From an optimization exercise on the open Yosys and OpenROAD flow, aimed at small area, a short achievable clock period and few clock cycles; shortcuts taken in it are not production practice. Where RTL was checked, it was by simulation tests only, not by an equivalence proof against the original.

==> inputs of 02-06 <==
==> flow/design.v (excerpt) <==
module framecore_rx (
    input  wire        clk,
    input  wire        rst,             
    input  wire        cfg_scheme,      
    input  wire [32:0] cfg_gen,
    input  wire [7:0]  cfg_tag_start,
    input  wire [7:0]  cfg_tag_stop,
    input  wire [7:0]  cfg_tag_esc,
    input  wire        in_valid,
    output wire        in_ready,
    input  wire [7:0]  in_data,
    output wire        out_valid,
    input  wire        out_ready,
    output wire        out_is_res,      
    output wire [7:0]  out_data,
    output wire [3:0]  out_result,
    output wire [31:0] out_rem,
    output wire [6:0]  out_len
);
Settings: LEC_CHECK=0, CAP_MARGIN=20, CORE_MARGIN=2, CORE_UTILIZATION=40, SETUP_SLACK_MARGIN=1.8, SLEW_MARGIN=20; clock period 5.0 ns.
run.sh (not shown) runs the stock make flow with config.mk's settings and CLKGATE_MAP_FILE= SYNTH_SCRIPT=/design/flow/synth_recipe.tcl, a recipe that flattens the netlist after the stock synthesis.
==> inputs of 12-08, as changes to 02-06 <==
--- a/flow/design.v
+++ b/flow/design.v
@@ -14,15 +14,15 @@
     output wire        out_is_res,      
     output wire [7:0]  out_data,
     output wire [3:0]  out_result,
     output wire [31:0] out_rem,
     output wire [6:0]  out_len
 );
     localparam MAXB = 68;               
-    localparam NBUF = 67;               
+    localparam NBUF = 68;               
     localparam R_FRAME = 3'd2;
     localparam R_EMPTY = 3'd3;
     localparam R_CDLM  = 3'd4;
     localparam R_ICF   = 3'd5;
     localparam R_OVER  = 3'd7;
     localparam A_SEEK    = 2'd0;
     localparam A_SEEKESC = 2'd1;
@@ -51,35 +51,56 @@
     reg  [1:0]  a_st;
     reg         act_v;
     reg  [1:0]  act_k;
     reg  [7:0]  act_b;
     reg  [7:0]  act_u;                  
     reg  [27:0] linv_r;
     reg  [7:0]  wptr, bstart, rptr;
-    reg  [7:0]  cend;                   
     reg  [6:0]  bcnt;                   
+    reg         bz;                     
+    reg         blt;                    
     reg  [31:0] crc;
     reg         s0_v, s1_v, s2_v;       
     reg  [2:0]  s0_res, s1_res, s2_res;
     reg  [6:0]  s0_len, s1_len, s2_len;
     reg  [31:0] s0_rem, s1_rem;
     reg  [6:0]  s0_pay;                 
+    reg         s0_pnz;                 
     reg  [4:0]  s0_sh;                  
     reg         s0_shown;
     reg         o_v, o_res;
     reg  [7:0]  o_data;
     reg  [7:0]  mem [0:NBUF-1];
-    wire bfull  = (bcnt >= NBUF);
+    reg  [5:0]  eptr, optr;
+    reg  [7:0]  rb_e, rb_o;
+    reg  [7:0]  sel_e, sel_o;
+    integer ri;
+    always @(*) begin
+        sel_e = 8'd0;
+        sel_o = 8'd0;
+        for (ri = 0; ri < NBUF / 2; ri = ri + 1) begin
+            sel_e = sel_e | (mem[2 * ri]     & {8{eptr == ri}});
+            sel_o = sel_o | (mem[2 * ri + 1] & {8{optr == ri}});
+        end
+    end
+    always @(posedge clk) begin
+        rb_e <= sel_e;
+        rb_o <= sel_o;
+    end
     wire full   = (wptr[6:0] == rptr[6:0]) && (wptr[7] != rptr[7]);
-    wire sp_ok  = !full;
+    reg  sp_ok;
     wire pop    = o_v && o_res && out_ready;
     wire n_icf;
     wire q_room = !s1_v || (!s2_v && (pop || !n_icf)) || (pop && !n_icf);
+    reg  act_app;                       
+    wire go_app = act_app && sp_ok;
+    wire go_beg = act_v && act_k == K_BEGIN;
+    wire go_end = act_v && act_k[1] && q_room;
     wire b_go   = act_v && (
-                   (act_k == K_APP)   ? (sp_ok || bfull) :
+                   (act_k == K_APP)   ? sp_ok :
                    (act_k == K_BEGIN) ? 1'b1 : q_room);
     reg  ir;
     assign in_ready = ir;
     wire take = in_valid && ir;
     wire is_start = (in_data == cfg_tag_start);
     wire is_stop  = (in_data == cfg_tag_stop);
     wire is_esc   = (in_data == cfg_tag_esc);
@@ -135,16 +156,18 @@
                 in_w[ia] = in_w[ia] ^ (in_sh[39 - ja] & linv_r[ia * (ia - 1) / 2 + ja]);
         end
     end
     always @(posedge clk) begin
         if (rst) begin
             a_st  <= A_SEEK;
             act_v <= 1'b0;
+            act_app <= 1'b0;
         end else begin
             act_v <= act_v_n;
+            act_app <= act_v_n && act_k_n == K_APP;
             act_k <= act_k_n;
             if (take) begin
                 act_b <= in_data;
                 act_u <= in_w;
                 a_st  <= a_nst;
             end
         end
@@ -173,29 +196,32 @@
             for (j = 0; j < i; j = j + 1)
                 top[i] = top[i] ^ (crc[31 - j] & linv_r[i * (i - 1) / 2 + j]);
         end
         crc_n = {crc[23:0], 8'd0} ^ inj[31:0];
         for (m = 0; m < 8; m = m + 1)
             if (top[m]) crc_n = crc_n ^ (gk << (7 - m));
     end
-    function [7:0] inc67(input [7:0] p);
-        inc67 = (p[6:0] == NBUF - 1) ? {~p[7], 7'd0} : {p[7], p[6:0] + 7'd1};
+    function [7:0] incb(input [7:0] p);
+        incb = (p[6:0] == NBUF - 1) ? {~p[7], 7'd0} : {p[7], p[6:0] + 7'd1};
+    endfunction
+    function [5:0] inc34(input [5:0] p);
+        inc34 = (p == NBUF / 2 - 1) ? 6'd0 : p + 6'd1;
     endfunction
-    wire        short_b = (bcnt < {4'd0, code_len});
+    wire        short_b = blt;
     wire        crc_bad = (crc != 32'd0);
     wire [6:0]  pay     = bcnt - {4'd0, code_len};
-    wire [7:0]  cb_dif  = {1'b0, bstart[6:0]} - {5'd0, code_len};
-    wire [7:0]  cb      = cb_dif[7] ? {~bstart[7], cb_dif[6:0] + 7'd67} : {bstart[7], cb_dif[6:0]};
-    wire        good    = (bcnt != 7'd0) && !short_b && !crc_bad;
+    wire [7:0]  pe_dif  = {1'b0, wptr[6:0]} - {5'd0, code_len};
+    wire [7:0]  pend    = pe_dif[7] ? {~wptr[7], pe_dif[6:0] + NBUF[6:0]} : {wptr[7], pe_dif[6:0]};
+    wire        good    = !bz && !blt && !crc_bad;
     wire        push   = act_v && act_k[1];
-    wire        wr     = act_v && act_k == K_APP && sp_ok && !bfull;
+    wire        wr     = go_app;
     reg  [2:0]  n_res;
     always @(*) begin
         if (act_k == K_OVER)    n_res = R_OVER;
-        else if (bcnt == 7'd0)  n_res = R_EMPTY;
+        else if (bz)            n_res = R_EMPTY;
         else if (short_b)       n_res = R_CDLM;
         else if (crc_bad)       n_res = R_ICF;
         else                    n_res = R_FRAME;
     end
     wire        n_frame = (n_res == R_FRAME);
     assign      n_icf   = (n_res == R_ICF);
     wire [6:0]  s1_pay = (s1_v && s1_res == R_FRAME) ? s1_len : 7'd0;
@@ -203,82 +229,92 @@
         if (wr) mem[wptr[6:0]] <= act_b;
     end
     always @(posedge clk) begin
         if (rst) begin
             wptr   <= 8'd0;
             bstart <= 8'd0;
             bcnt   <= 7'd0;
+            bz     <= 1'b1;
+            blt    <= 1'b1;
             crc    <= 32'd0;
         end else begin
-            if (b_go) begin
-                case (act_k)
-                    K_APP: begin
-                        bcnt <= bcnt + 7'd1;
-                        crc  <= crc_n;
-                        cend <= inc67(cend);
-                        if (!bfull) wptr <= inc67(wptr);
-                    end
-                    K_BEGIN: begin
-                        bcnt <= 7'd0;
-                        crc  <= 32'd0;
-                        cend <= cb;
-                        wptr <= bstart;
-                    end
-                    default: begin
-                        bcnt <= 7'd0;
-                        if (act_k == K_STOP && good) begin
-                            wptr   <= cend;
-                            bstart <= cend;
-                        end else
-                            wptr <= bstart;
-                    end
-                endcase
+            if (go_app) begin
+                bcnt <= bcnt + 7'd1;
+                bz   <= 1'b0;
+                blt  <= (bcnt + 7'd1 < {4'd0, code_len});
+                crc  <= crc_n;
+                wptr <= incb(wptr);
+            end
+            if (go_beg) begin
+                bcnt <= 7'd0;
+                bz   <= 1'b1;
+                blt  <= 1'b1;
+                crc  <= 32'd0;
+                wptr <= bstart;
+            end
+            if (go_end) begin
+                bcnt <= 7'd0;
+                bz   <= 1'b1;
+                blt  <= 1'b1;
+                if (act_k == K_STOP && good) begin
+                    wptr   <= pend;
+                    bstart <= pend;
+                end else
+                    wptr <= bstart;
             end
         end
     end
     wire o_free = !o_v || out_ready;
-    wire rd     = o_free && s0_v && (s0_pay != 7'd0);
+    wire rd     = o_free && s0_pnz;
     wire at0 = pop ? !s1_v : !s0_v;
     wire at1 = pop ? (s1_v && !s2_v) : (s0_v && !s1_v);
     wire at2 = pop ? s2_v : (s1_v && !s2_v);
     always @(posedge clk) begin
         if (rst) begin
             s0_v     <= 1'b0;
             s1_v     <= 1'b0;
             s2_v     <= 1'b0;
             s0_pay   <= 7'd0;
+            s0_pnz   <= 1'b0;
             s0_sh    <= 5'd0;
             s0_shown <= 1'b0;
             rptr     <= 8'd0;
+            eptr     <= 6'd0;
+            optr     <= 6'd0;
             o_v      <= 1'b0;
             o_res    <= 1'b0;
         end else begin
             if (pop || (!s0_v && push)) begin
                 s0_shown <= 1'b0;
                 if (pop && s1_v) begin
                     s0_v   <= 1'b1;
                     s0_res <= s1_res;
                     s0_len <= s1_len;
                     s0_pay <= s1_pay;
+                    s0_pnz <= (s1_pay != 7'd0);
                     s0_rem <= s1_rem;
                     s0_sh  <= (s1_res == R_ICF) ? kk : 5'd0;
                 end else begin
                     s0_v   <= push;
                     s0_res <= n_res;
                     s0_len <= pay;
                     s0_pay <= (push && n_frame) ? pay : 7'd0;
+                    s0_pnz <= push && n_frame && (pay != 7'd0);
                     s0_rem <= crc;
                     s0_sh  <= (push && n_icf) ? kk : 5'd0;
                 end
             end else begin
                 if (s0_sh != 5'd0) begin
                     s0_rem <= {1'b0, s0_rem[31:1]};
                     s0_sh  <= s0_sh - 5'd1;
                 end
-                if (rd) s0_pay <= s0_pay - 7'd1;
+                if (rd) begin
+                    s0_pay <= s0_pay - 7'd1;
+                    s0_pnz <= (s0_pay != 7'd1);
+                end
                 if (o_free && s0_v && s0_pay == 7'd0 && s0_sh == 5'd0)
                     s0_shown <= 1'b1;
             end
             if (push && at1) begin
                 s1_v   <= 1'b1;
                 s1_res <= n_res;
                 s1_len <= pay;
@@ -291,36 +327,41 @@
             end
             if (push && at2 && !n_icf) begin
                 s2_v   <= 1'b1;
                 s2_res <= n_res;
                 s2_len <= pay;
             end else if (pop)
                 s2_v <= 1'b0;
-            if (rd) rptr <= inc67(rptr);
+            if (rd) begin
+                rptr <= incb(rptr);
+                if (rptr[0]) optr <= inc34(optr);
+                else         eptr <= inc34(eptr);
+            end
             if (o_free) begin
                 if (rd) begin
                     o_v    <= 1'b1;
                     o_res  <= 1'b0;
-                    o_data <= mem[rptr[6:0]];
+                    o_data <= rptr[0] ? rb_o : rb_e;
                 end else if (s0_v && !s0_shown && s0_sh == 5'd0 && !pop) begin
                     o_v    <= 1'b1;
                     o_res  <= 1'b1;
                 end else
                     o_v <= 1'b0;
             end
         end
     end
     wire g_ok_n  = rst ? (cfg_scheme || cfg_gen[32]) : (g[32] || g[31]);
     wire b_go_c  = act_v && (
-                   (act_k == K_APP)   ? (sp_ok || bfull) :
+                   (act_k == K_APP)   ? sp_ok :
                    (act_k == K_BEGIN) ? 1'b1 : (!s1_v || (pop && !s2_v)));
     wire av_c    = (take && a_mk) || (act_v && !b_go_c);
     wire s1_free = !s1_v && !(act_v && act_k[1]);
-    wire [7:0] wnx = inc67(wptr);
-    wire sp_ok_n = !full && !((wnx[6:0] == rptr[6:0]) && (wnx[7] != rptr[7]));
+    wire [7:0] wnx = incb(wptr);
+    wire sp_ok_n = !full && !((wnx[6:0] == rptr[6:0]) && (wnx[7] != rptr[7]) && wr);
+    always @(posedge clk) sp_ok <= rst || sp_ok_n;
     always @(posedge clk) begin
         if (rst)
             ir <= g_ok_n;
         else
             ir <= g_ok_n && (!av_c ||
                   ((act_k_n == K_APP)   ? sp_ok_n :
                    (act_k_n == K_BEGIN) ? 1'b1 : s1_free));
- CTS_BUF_LIST: not set -> sky130_fd_sc_hd__clkbuf_16
- CTS_CLUSTER_DIAMETER: not set -> 70
- CTS_CLUSTER_SIZE: not set -> 30
- SETUP_SLACK_MARGIN: 1.8 -> 2.35
==> inputs of 06-21, as changes to 02-06 <==
--- a/flow/design.v
+++ b/flow/design.v
@@ -64,20 +64,33 @@
     reg  [31:0] s0_rem, s1_rem;
     reg  [6:0]  s0_pay;                 
     reg  [4:0]  s0_sh;                  
     reg         s0_shown;
     reg         o_v, o_res;
     reg  [7:0]  o_data;
     reg  [7:0]  mem [0:NBUF-1];
-    wire bfull  = (bcnt >= NBUF);
+    reg  [7:0]  rbyte;
+    wire [7:0]  rptr_n;
+    reg  [7:0]  rsel;
+    integer ri;
+    always @(*) begin
+        rsel = 8'd0;
+        for (ri = 0; ri < NBUF; ri = ri + 1)
+            rsel = rsel | (mem[ri] & {8{rptr_n[6:0] == ri}});
+    end
+    always @(posedge clk) rbyte <= rsel;
+    reg  bfull;                         
     wire full   = (wptr[6:0] == rptr[6:0]) && (wptr[7] != rptr[7]);
-    wire sp_ok  = !full;
+    reg  sp_ok;
     wire pop    = o_v && o_res && out_ready;
     wire n_icf;
     wire q_room = !s1_v || (!s2_v && (pop || !n_icf)) || (pop && !n_icf);
+    wire go_app = act_v && act_k == K_APP && (sp_ok || bfull);
+    wire go_beg = act_v && act_k == K_BEGIN;
+    wire go_end = act_v && act_k[1] && q_room;
     wire b_go   = act_v && (
                    (act_k == K_APP)   ? (sp_ok || bfull) :
                    (act_k == K_BEGIN) ? 1'b1 : q_room);
     reg  ir;
     assign in_ready = ir;
     wire take = in_valid && ir;
     wire is_start = (in_data == cfg_tag_start);
@@ -179,16 +192,16 @@
     end
     function [7:0] inc67(input [7:0] p);
         inc67 = (p[6:0] == NBUF - 1) ? {~p[7], 7'd0} : {p[7], p[6:0] + 7'd1};
     endfunction
     wire        short_b = (bcnt < {4'd0, code_len});
     wire        crc_bad = (crc != 32'd0);
     wire [6:0]  pay     = bcnt - {4'd0, code_len};
-    wire [7:0]  cb_dif  = {1'b0, bstart[6:0]} - {5'd0, code_len};
-    wire [7:0]  cb      = cb_dif[7] ? {~bstart[7], cb_dif[6:0] + 7'd67} : {bstart[7], cb_dif[6:0]};
+    wire [7:0]  pe_dif  = {1'b0, cend[6:0]} - {5'd0, code_len};
+    wire [7:0]  pend    = pe_dif[7] ? {~cend[7], pe_dif[6:0] + 7'd67} : {cend[7], pe_dif[6:0]};
     wire        good    = (bcnt != 7'd0) && !short_b && !crc_bad;
     wire        push   = act_v && act_k[1];
     wire        wr     = act_v && act_k == K_APP && sp_ok && !bfull;
     reg  [2:0]  n_res;
     always @(*) begin
         if (act_k == K_OVER)    n_res = R_OVER;
         else if (bcnt == 7'd0)  n_res = R_EMPTY;
@@ -203,44 +216,45 @@
         if (wr) mem[wptr[6:0]] <= act_b;
     end
     always @(posedge clk) begin
         if (rst) begin
             wptr   <= 8'd0;
             bstart <= 8'd0;
             bcnt   <= 7'd0;
+            bfull  <= 1'b0;
             crc    <= 32'd0;
         end else begin
-            if (b_go) begin
-                case (act_k)
-                    K_APP: begin
-                        bcnt <= bcnt + 7'd1;
-                        crc  <= crc_n;
-                        cend <= inc67(cend);
-                        if (!bfull) wptr <= inc67(wptr);
-                    end
-                    K_BEGIN: begin
-                        bcnt <= 7'd0;
-                        crc  <= 32'd0;
-                        cend <= cb;
-                        wptr <= bstart;
-                    end
-                    default: begin
-                        bcnt <= 7'd0;
-                        if (act_k == K_STOP && good) begin
-                            wptr   <= cend;
-                            bstart <= cend;
-                        end else
-                            wptr <= bstart;
-                    end
-                endcase
+            if (go_app) begin
+                bcnt <= bcnt + 7'd1;
+                if (bcnt == NBUF - 1) bfull <= 1'b1;
+                crc  <= crc_n;
+                cend <= inc67(cend);
+                if (!bfull) wptr <= inc67(wptr);
+            end
+            if (go_beg) begin
+                bcnt <= 7'd0;
+                bfull <= 1'b0;
+                crc  <= 32'd0;
+                cend <= bstart;
+                wptr <= bstart;
+            end
+            if (go_end) begin
+                bcnt <= 7'd0;
+                bfull <= 1'b0;
+                if (act_k == K_STOP && good) begin
+                    wptr   <= pend;
+                    bstart <= pend;
+                end else
+                    wptr <= bstart;
             end
         end
     end
     wire o_free = !o_v || out_ready;
     wire rd     = o_free && s0_v && (s0_pay != 7'd0);
+    assign rptr_n = rd ? inc67(rptr) : rptr;
     wire at0 = pop ? !s1_v : !s0_v;
     wire at1 = pop ? (s1_v && !s2_v) : (s0_v && !s1_v);
     wire at2 = pop ? s2_v : (s1_v && !s2_v);
     always @(posedge clk) begin
         if (rst) begin
             s0_v     <= 1'b0;
             s1_v     <= 1'b0;
@@ -291,20 +305,20 @@
             end
             if (push && at2 && !n_icf) begin
                 s2_v   <= 1'b1;
                 s2_res <= n_res;
                 s2_len <= pay;
             end else if (pop)
                 s2_v <= 1'b0;
-            if (rd) rptr <= inc67(rptr);
+            rptr <= rptr_n;
             if (o_free) begin
                 if (rd) begin
                     o_v    <= 1'b1;
                     o_res  <= 1'b0;
-                    o_data <= mem[rptr[6:0]];
+                    o_data <= rbyte;
                 end else if (s0_v && !s0_shown && s0_sh == 5'd0 && !pop) begin
                     o_v    <= 1'b1;
                     o_res  <= 1'b1;
                 end else
                     o_v <= 1'b0;
             end
         end
@@ -312,15 +326,16 @@
     wire g_ok_n  = rst ? (cfg_scheme || cfg_gen[32]) : (g[32] || g[31]);
     wire b_go_c  = act_v && (
                    (act_k == K_APP)   ? (sp_ok || bfull) :
                    (act_k == K_BEGIN) ? 1'b1 : (!s1_v || (pop && !s2_v)));
     wire av_c    = (take && a_mk) || (act_v && !b_go_c);
     wire s1_free = !s1_v && !(act_v && act_k[1]);
     wire [7:0] wnx = inc67(wptr);
-    wire sp_ok_n = !full && !((wnx[6:0] == rptr[6:0]) && (wnx[7] != rptr[7]));
+    wire sp_ok_n = !full && !((wnx[6:0] == rptr[6:0]) && (wnx[7] != rptr[7]) && wr);
+    always @(posedge clk) sp_ok <= rst || sp_ok_n;
     always @(posedge clk) begin
         if (rst)
             ir <= g_ok_n;
         else
             ir <= g_ok_n && (!av_c ||
                   ((act_k_n == K_APP)   ? sp_ok_n :
                    (act_k_n == K_BEGIN) ? 1'b1 : s1_free));
- CTS_BUF_LIST: not set -> sky130_fd_sc_hd__clkbuf_8 sky130_fd_sc_hd__clkbuf_16
- CTS_CLUSTER_DIAMETER: not set -> 50
- CTS_CLUSTER_SIZE: not set -> 20
- SETUP_SLACK_MARGIN: 1.8 -> 2.2
==> inputs of 02-11, as changes to 02-06 <==
- SETUP_SLACK_MARGIN: 1.8 -> 2.2
==> notes.md <==
The highest worst hold slack belongs to 02-06, the lowest to 06-21. Of 06-21 and 02-11, 02-11 has the higher worst setup slack (gap 0.67 ns). Clock-buffer cell count: 02-11 is higher than 12-08 (57). Via count, highest first: 06-21, 12-08, 02-11, 02-06.
Testbench counts of 02-06, summed over its fixed seeds: cycles 10,124.
Testbench counts of 12-08, summed over its fixed seeds: cycles 10,123.
Testbench counts of 02-11, summed over its fixed seeds: cycles 10,124.
The RTL of 06-21 was laid out without a check of its function.

## afterwards: timing with drivers on the ports
No port has a modelled driver above. Below, the same layouts with a new extraction and two added sets of constraints.
Step 1, drivers: a clkbuf_16 drives clk and a buf_2 each remaining input, both assumed.
Step 2 also shifts input and output timing later by t, the mid clock arrival at the registers, as if the neighbouring blocks saw the same clock.
Three values: no drivers, after step 1, after step 2; two values: the first two.
run	t (ns)	setup WS [ns]	worst setup path at the end
02-06	0.719	1.840 / 1.840 / 1.289	input to register
12-08	0.702	2.262 / 2.262 / 1.780	input to register
06-21	0.723	1.339 / 1.339 / 0.807	input to register
02-11	0.706	2.012 / 2.012 / 1.557	input to register
After both steps every run listed still meets setup and hold. The setup slack of 02-06, which loses most, moves by 0.000 ns with the drivers and by -0.551 ns with both steps.
